Context: an optimization exercise on an open-source flow, tuned for small area, a short achievable clock period and few clock cycles. The choices shown serve that exercise and are no tape-out recipe. The RTL was checked by simulation tests, not by an equivalence proof against the original design.

build 23:
// tfx
module tfx #(
  parameter PREMUL_ROUND = 0           
) (
  input  wire        clk,
  input  wire        rst,              
  input  wire        req,
  input  wire        we,
  input  wire [3:0]  addr,             
  input  wire [31:0] wdata,
  output wire        ready,
  output reg  [31:0] rdata
);
For scale: roughly 51000 um^2 of cells after synthesis.
clock: 20.0 ns
lec_check: 0
abc_area: 1
cap_margin: 20
core_margin: 2
core_utilization: 40
place_density: 0.5
setup_slack_margin: 5
slew_margin: 20
standard.sh (not shown) runs the stock make flow with config.mk's settings and CLKGATE_MAP_FILE= SYNTH_SCRIPT=/design/flow/synth_recipe.tcl, a recipe that flattens the netlist after the stock synthesis.
==> flow/flow/run.sh <==
#!/bin/bash
set -euo pipefail
bash standard.sh SETUP_SLACK_MARGIN=11 TNS_END_PERCENT=100 finish > orfs_make.log 2>&1
Build 23 did not stop at any stage, and its layout met the timing, design-rule and antenna checks.
Testbench counts of build 23, summed over its fixed seeds: cycles 26,744.
Input changes introduced in build 71 (baseline for comparison: build 23):
Settings: ABC_AREA no longer set, was 1.
==> flow/flow/run.sh <==
#!/bin/bash
set -euo pipefail
bash standard.sh SETUP_SLACK_MARGIN=10 TNS_END_PERCENT=100 finish > orfs_make.log 2>&1
--- outcome ---
- Build 71: no failed stages, no open violations at the end
- [build 71 vs build 23] final area: lower in build 71
- Summary of build 71 over build 23: utilization of the core after routing shows a reduction of 5.2 points; total overflow reported by the global router shows no meaningful change; cell depth of the worst flop-to-flop path shows a reduction of 12; worst hold margin shows an increase of 5.1 ps.
- Build 71 vs. build 23: biggest cell delay along the critical path went up by 130 ps.
#### Input delta (build 14 over build 71)
Settings: ABC_AREA: unset -> 1.
==> flow/flow/run.sh <==
#!/bin/bash
set -euo pipefail
bash standard.sh SETUP_SLACK_MARGIN=9.5 TNS_END_PERCENT=100 finish > orfs_make.log 2>&1
Build 14: full flow OK, the timing, design-rule and antenna checks passed
Going from build 71 to build 14, placed standard-cell area fell by 2.4%; final worst slack rose by 110 ps.
Via count of the routed design of build 14 exceeds that of build 71 by a few percent.
Termination of the worst setup path: rdata[1] -> build 14, f[46] -> build 71
Looking at number of non-clock inverters in the layout, build 14 sits 845 above build 71.
Of build 14 and build 71, the higher critical path depth belongs to build 71.
Compared with build 71, in build 14 aggregate global-route resource usage now sits higher; global-route wire length before repair shows an increase of about 2%.
For build 54, these inputs were changed with respect to build 14:
Settings: a deleted ABC_AREA that had been 1.
==> flow/flow/run.sh <==
#!/bin/bash
set -euo pipefail
bash standard.sh SETUP_SLACK_MARGIN=11 TNS_END_PERCENT=100 finish > orfs_make.log 2>&1
==> comparison <==
- The higher well-tap cell count of build 54 and build 14 is in build 54.
- Build 54 vs build 14: non-clock buffer total of the final layout up in build 54
--- input diff build 54..build 80 ---
Settings: setting ABC_AREA to 1 for the first time.
==> flow/flow/run.sh <==
#!/bin/bash
set -euo pipefail
bash standard.sh SETUP_SLACK_MARGIN=10 TNS_END_PERCENT=100 finish > orfs_make.log 2>&1
- Build 80 ended up with a higher wire length than build 54 did.
- Between build 54 and build 80, share of the clock period used by the worst path decreased.
- On build 80: global-route usage is 2.9 points higher than what build 54 gave.
- Build 80 ran to completion and came out clean on the timing, design-rule and antenna checks.
- Compare build 54 and build 80 | sum of buffers and inverters on the critical path higher: build 54

* * *

run A:
tfx, a different RTL version from the one above (not shown whole).
For scale: about 7,600 cells after synthesis, roughly 73 I/O pins.
Design tfx, start of the top module:
module tfx #(
  parameter PREMUL_ROUND = 0           
) (
  input  wire        clk,
  input  wire        rst,              
  input  wire        req,
  input  wire        we,
  input  wire [3:0]  addr,             
  input  wire [31:0] wdata,
  output wire        ready,
  output reg  [31:0] rdata
);
export LEC_CHECK = 0
export CAP_MARGIN = 20
export CORE_MARGIN = 2
export CORE_UTILIZATION = 50
export PLACE_DENSITY = 0.6
export SETUP_SLACK_MARGIN = 5
export SLEW_MARGIN = 20
create_clock -name core_clock -period 20.0 [get_ports {clk}]
==> flow/flow/run.sh <==
#!/bin/bash
set -euo pipefail
bash standard.sh SETUP_SLACK_MARGIN=10 TNS_END_PERCENT=100 finish > orfs_make.log 2>&1
Testbench counts of run A, summed over its fixed seeds: cycles 25,622.
Inputs modified between run A and run B:
- a change of PLACE_DENSITY from 0.6 to 0.5
- a change of CORE_UTILIZATION from 50 to 40
==> flow/flow/run.sh <==
#!/bin/bash
set -euo pipefail
bash standard.sh SETUP_SLACK_MARGIN=11 TNS_END_PERCENT=100 finish > orfs_make.log 2>&1
Findings:
- From run A to run B the numbers moved as follows: utilization went down, initial antenna violation count increased by 10 relative to the old numbers, final cell area excluding filler cells increased by 6600 um2 relative to the old numbers, buffering overhead higher.
diff inputs: run B => run C
- ABC_AREA: unset -> 1
==> flow/flow/run.sh <==
#!/bin/bash
set -euo pipefail
bash standard.sh SETUP_SLACK_MARGIN=10 TNS_END_PERCENT=100 finish > orfs_make.log 2>&1
Findings:
Run C vs run B — arrival time reported for the critical path endpoint dropped 0.09 ns.
Delta (run C minus run B): synthesized cell count went up, critical path depth +10.
A end of the critical path of dv_r[14]$_DFFE_PN_ is what run B shows, while f[0]$_SDFFE_PP0P_ belongs to run C.
Re total of flip-flops plus latches after synthesis: no difference whatsoever between run C and run B.
Run B → run C: first-pass GRT wire length went up; share of cell area taken by multi-input logic gates went down.

-- static timing again, ports no longer ideal --
The flow's constraints put no driver on any port. The routed layouts listed below were extracted and timed again, unchanged, in two steps. Step 1, drivers: a clkbuf_16 drives clk and a buf_2 each remaining input, both assumed. Step 2 times the ports against the registers' clock, not the clock port: input delays grow and output delays shrink by t, the midpoint of the rising clock arrivals with the driver on. Slacks: no drivers / after step 1 / after step 2; pairs: no drivers / after step 1.
run | t, ns | setup WS [ns] | pins driven straight from the clock port
build 23 | 0.752 | 10.259 / 10.209 / 9.763 | 1
build 71 | 0.758 | 9.340 / 9.340 / 9.340 | 1
build 14 | 0.750 | 9.451 / 9.428 / 9.287 | 1
build 54 | 0.740 | 9.262 / 9.262 / 9.262 | 1
build 80 | 0.757 | 10.022 / 9.998 / 9.667 | 1
run A | 0.731 | 9.098 / 9.098 / 9.098 | 1
run B | 0.757 | 9.284 / 9.284 / 9.284 | 1
run C | 0.775 | 9.559 / 9.559 / 9.421 | 1
After both steps every run listed still meets setup and hold. The setup slack of build 23, which loses most, moves by -0.050 ns with the drivers and by -0.496 ns with both steps.
